This design comes from an exercise in tuning for small area, a short achievable clock period and few clock cycles on the open sky130 flow, not from production work.
Function was checked by simulation only, so behaviour that the tests miss may differ from the original.
Power figures rest on the tool's default switching activity, not on a simulated workload.

Design rtcc_rsdec, start of the top module:
module rtcc_rsdec (
    input  wire       clk,
    input  wire       rst,
    input  wire [3:0] cfg_m,
    input  wire [3:0] cfg_r,
    input  wire [7:0] cfg_n,
    input  wire       in_valid,
    output wire       in_ready,
    input  wire [7:0] in_sym,
    output reg        cor_valid,
    output reg  [7:0] cor_pos,
    output reg  [7:0] cor_val,
    output reg        done,
    output reg        res_fail,
    output reg  [1:0] res_reason,
    output reg  [3:0] res_ncorr,
    output reg  [3:0] res_degl,
    output reg  [3:0] res_len
);
Settings: LEC_CHECK=0, CAP_MARGIN=20, CORE_MARGIN=2, CORE_UTILIZATION=50, PLACE_DENSITY=0.65, SLEW_MARGIN=20; clock period 18.0 ns.
standard.sh (not shown) runs the stock make flow with config.mk's settings and CLKGATE_MAP_FILE= SYNTH_SCRIPT=/design/flow/synth_recipe.tcl, a recipe that flattens the netlist after the stock synthesis.
==> flow/flow/run.sh <==
#!/bin/bash
# Standard ORFS layout (the standard.sh, with its synthesis unchanged). The timing repair
# steps are asked to leave a larger setup margin, and may resize cells to any footprint.
# The tools' output goes to flow.log in this folder.
set -euo pipefail
ARGS=$(cat flow/repair_args.txt)
bash standard.sh $ARGS finish > flow.log 2>&1
==> flow/flow/repair_args.txt <==
SETUP_SLACK_MARGIN=13 MATCH_CELL_FOOTPRINT=0
The starting point ran to the end with no violations.
Testbench counts at the start, summed over its fixed seeds: cycles 17,921.
==> next run, changes <==
Settings changed: CORE_UTILIZATION 50 to 30, PLACE_DENSITY 0.65 to 0.4.
Final area goes up by a few percent; critical path depth goes down by 10; combinational power goes up by a few percent; global-route usage goes down by 11 points; wire length goes up by about a fifth; non-clock buffer count goes up by 91; sequential power barely changes; setup slack loses 0.082 ns; via count goes down slightly; area after synthesis does not change; count of clock-buffer cells in the layout goes up by 14.

== the reference run ==
rtcc_rsdec, a different RTL version from the one above (not shown whole).
Size: ~6400 cells after synthesis, ~810 flip-flops, ~61 I/O pins, roughly 62000 µm² of cells after synthesis.
Design rtcc_rsdec, start of the top module:
module rtcc_rsdec (
    input  wire       clk,
    input  wire       rst,
    input  wire [3:0] cfg_m,
    input  wire [3:0] cfg_r,
    input  wire [7:0] cfg_n,
    input  wire       in_valid,
    output wire       in_ready,
    input  wire [7:0] in_sym,
    output reg        cor_valid,
    output reg  [7:0] cor_pos,
    output reg  [7:0] cor_val,
    output reg        done,
    output reg        res_fail,
    output reg  [1:0] res_reason,
    output reg  [3:0] res_ncorr,
    output reg  [3:0] res_degl,
    output reg  [3:0] res_len
);
    integer i;
    genvar g;
    reg  [7:0] a_cnt;
    reg  [5:0] a_mh;             
    reg  [3:0] a_r;
    reg  [7:0] a_n;
    reg  [7:0] as [0:7];
    reg        in_rdy;
    reg        q_full;
    reg  [5:0] q_mh;
    reg  [3:0] q_r;
    reg  [7:0] q_n;
    reg  [7:0] qs [0:7];
    reg        q2_full;
    reg  [5:0] q2_mh;
    reg  [3:0] q2_r;
    reg  [7:0] q2_n;
    reg  [7:0] q2s [0:7];
    assign in_ready = in_rdy;
  ...
Settings: LEC_CHECK=0, CAP_MARGIN=20, CORE_MARGIN=2, CORE_UTILIZATION=50, PLACE_DENSITY=0.65, SLEW_MARGIN=20; clock period 18.0 ns.
==> flow/flow/repair_args.txt <==
SETUP_SLACK_MARGIN=13.5 MATCH_CELL_FOOTPRINT=0
Scripts as last shown in full above: flow/flow/run.sh
Testbench counts of the reference run, summed over its fixed seeds: cycles 17,661.
The inputs of the trial run differ from those of the reference run as listed below.
==> flow/flow/repair_args.txt <==
SETUP_SLACK_MARGIN=13 MATCH_CELL_FOOTPRINT=0
==> comparison <==
The trial run finished every step from synthesis to the final layout, and the layout passed the timing, design-rule and antenna checks. Comparing the reference run and the trial run, the lower final wirelength is on the trial run. First-pass GRT wire length shrinks by a few percent when moving from the reference run to the trial run. The trial run ends up with lower final worst hold slack than the reference run does. The trial run does worse than the reference run on cell-internal power.

the baseline:
rtcc_rsdec, a different RTL version from the one above (not shown whole).
Size in the first run: roughly 61 I/O pins, roughly 64000 sq um of cells after synthesis.
export LEC_CHECK = 0
export CAP_MARGIN = 20
export CORE_MARGIN = 2
export CORE_UTILIZATION = 30
export PLACE_DENSITY = 0.4
export SLEW_MARGIN = 20
create_clock -name core_clock -period 18.0 [get_ports {clk}]
==> flow/flow/repair_args.txt <==
SETUP_SLACK_MARGIN=13 MATCH_CELL_FOOTPRINT=0
Scripts as last shown in full above: flow/flow/run.sh
The baseline completed end to end with timing, DRC and antenna clean.
Testbench counts of the baseline, summed over its fixed seeds: cycles 17,921.
Modified inputs, the candidate compared to the baseline
==> flow/run.sh (new file) <==
#!/bin/bash
# synth_recipe.tcl (not shown) runs the flow's synth.tcl, then flattens the netlist and writes it again
# the make line also repeats each setting of config.mk as NAME=value (left out here)
make -C /OpenROAD-flow-scripts/flow DESIGN_CONFIG=/design/flow/config.mk WORK_HOME=/design/flow/orfs CLKGATE_MAP_FILE= SYNTH_SCRIPT=/design/flow/synth_recipe.tcl finish
removed: flow/flow/run.sh
removed: flow/flow/repair_args.txt
removed: flow/standard.sh
### Flow results
- The candidate ended up with a higher delay of the slowest cell on the worst path than the baseline did.
- Taking the baseline over the candidate, the final non-filler cell area ratio works out to 1.07.
- Min post-layout utilization of the core across the baseline and the candidate: the candidate
- The candidate vs the baseline, instance count: the candidate lower
- Between the baseline and the candidate, the flow reports count of clock-buffer cells in the layout decreasing by a few percent.
- Summary of the candidate over the baseline: first-pass GRT wire length now smaller, global routing met2 resource utilization now smaller, routed wire length on met3 now smaller.

[separate check: timing with driven ports]
The flow's constraints put no driver on any port. The routed layouts listed below were extracted and timed again, unchanged, in two steps.
Step 1 (the two cells are an assumption about what drives the block):
set clk [get_ports {clk}]
set_driving_cell -lib_cell sky130_fd_sc_hd__clkbuf_16 $clk
set_driving_cell -lib_cell sky130_fd_sc_hd__buf_2 [delete_from_list [all_inputs] $clk]
Step 2 times the ports against the registers' clock, not the clock port: input delays grow and output delays shrink by t, the midpoint of the rising clock arrivals with the driver on.
Slacks: no drivers / after step 1 / after step 2; pairs: no drivers / after step 1.
| run | t, ns | setup WS [ns] | worst setup path at the end | latest minus earliest clock arrival (ns) | worst slew at a driven data input, ns |
|---|---|---|---|---|---|
| the first run of note 1 | 0.794 | 12.997 / 12.945 / 12.345 | input to register | 0.061 / 0.062 | 0.05 |
| the second run of note 1 | 0.855 | 12.916 / 12.830 / 12.342 | input to register | 0.111 / 0.111 | 0.04 |
| the reference run | 0.797 | 12.977 / 12.893 / 12.738 | input to register | 0.055 / 0.055 | 0.04 |
| the trial run | 0.795 | 12.892 / 12.892 / 12.317 | input to register | 0.051 / 0.052 | 0.04 |
| the baseline | 0.826 | 12.621 / 12.621 / 12.383 | input to register | 0.076 / 0.076 | 0.03 |
| the candidate | 0.853 | 11.100 / 11.100 / 11.100 | register to register | 0.069 / 0.070 | 0.03 |
After both steps setup and hold are still met in every run listed. The setup slack of the first run of note 1, which loses most, moves by -0.052 ns with the drivers and by -0.652 ns with both steps.
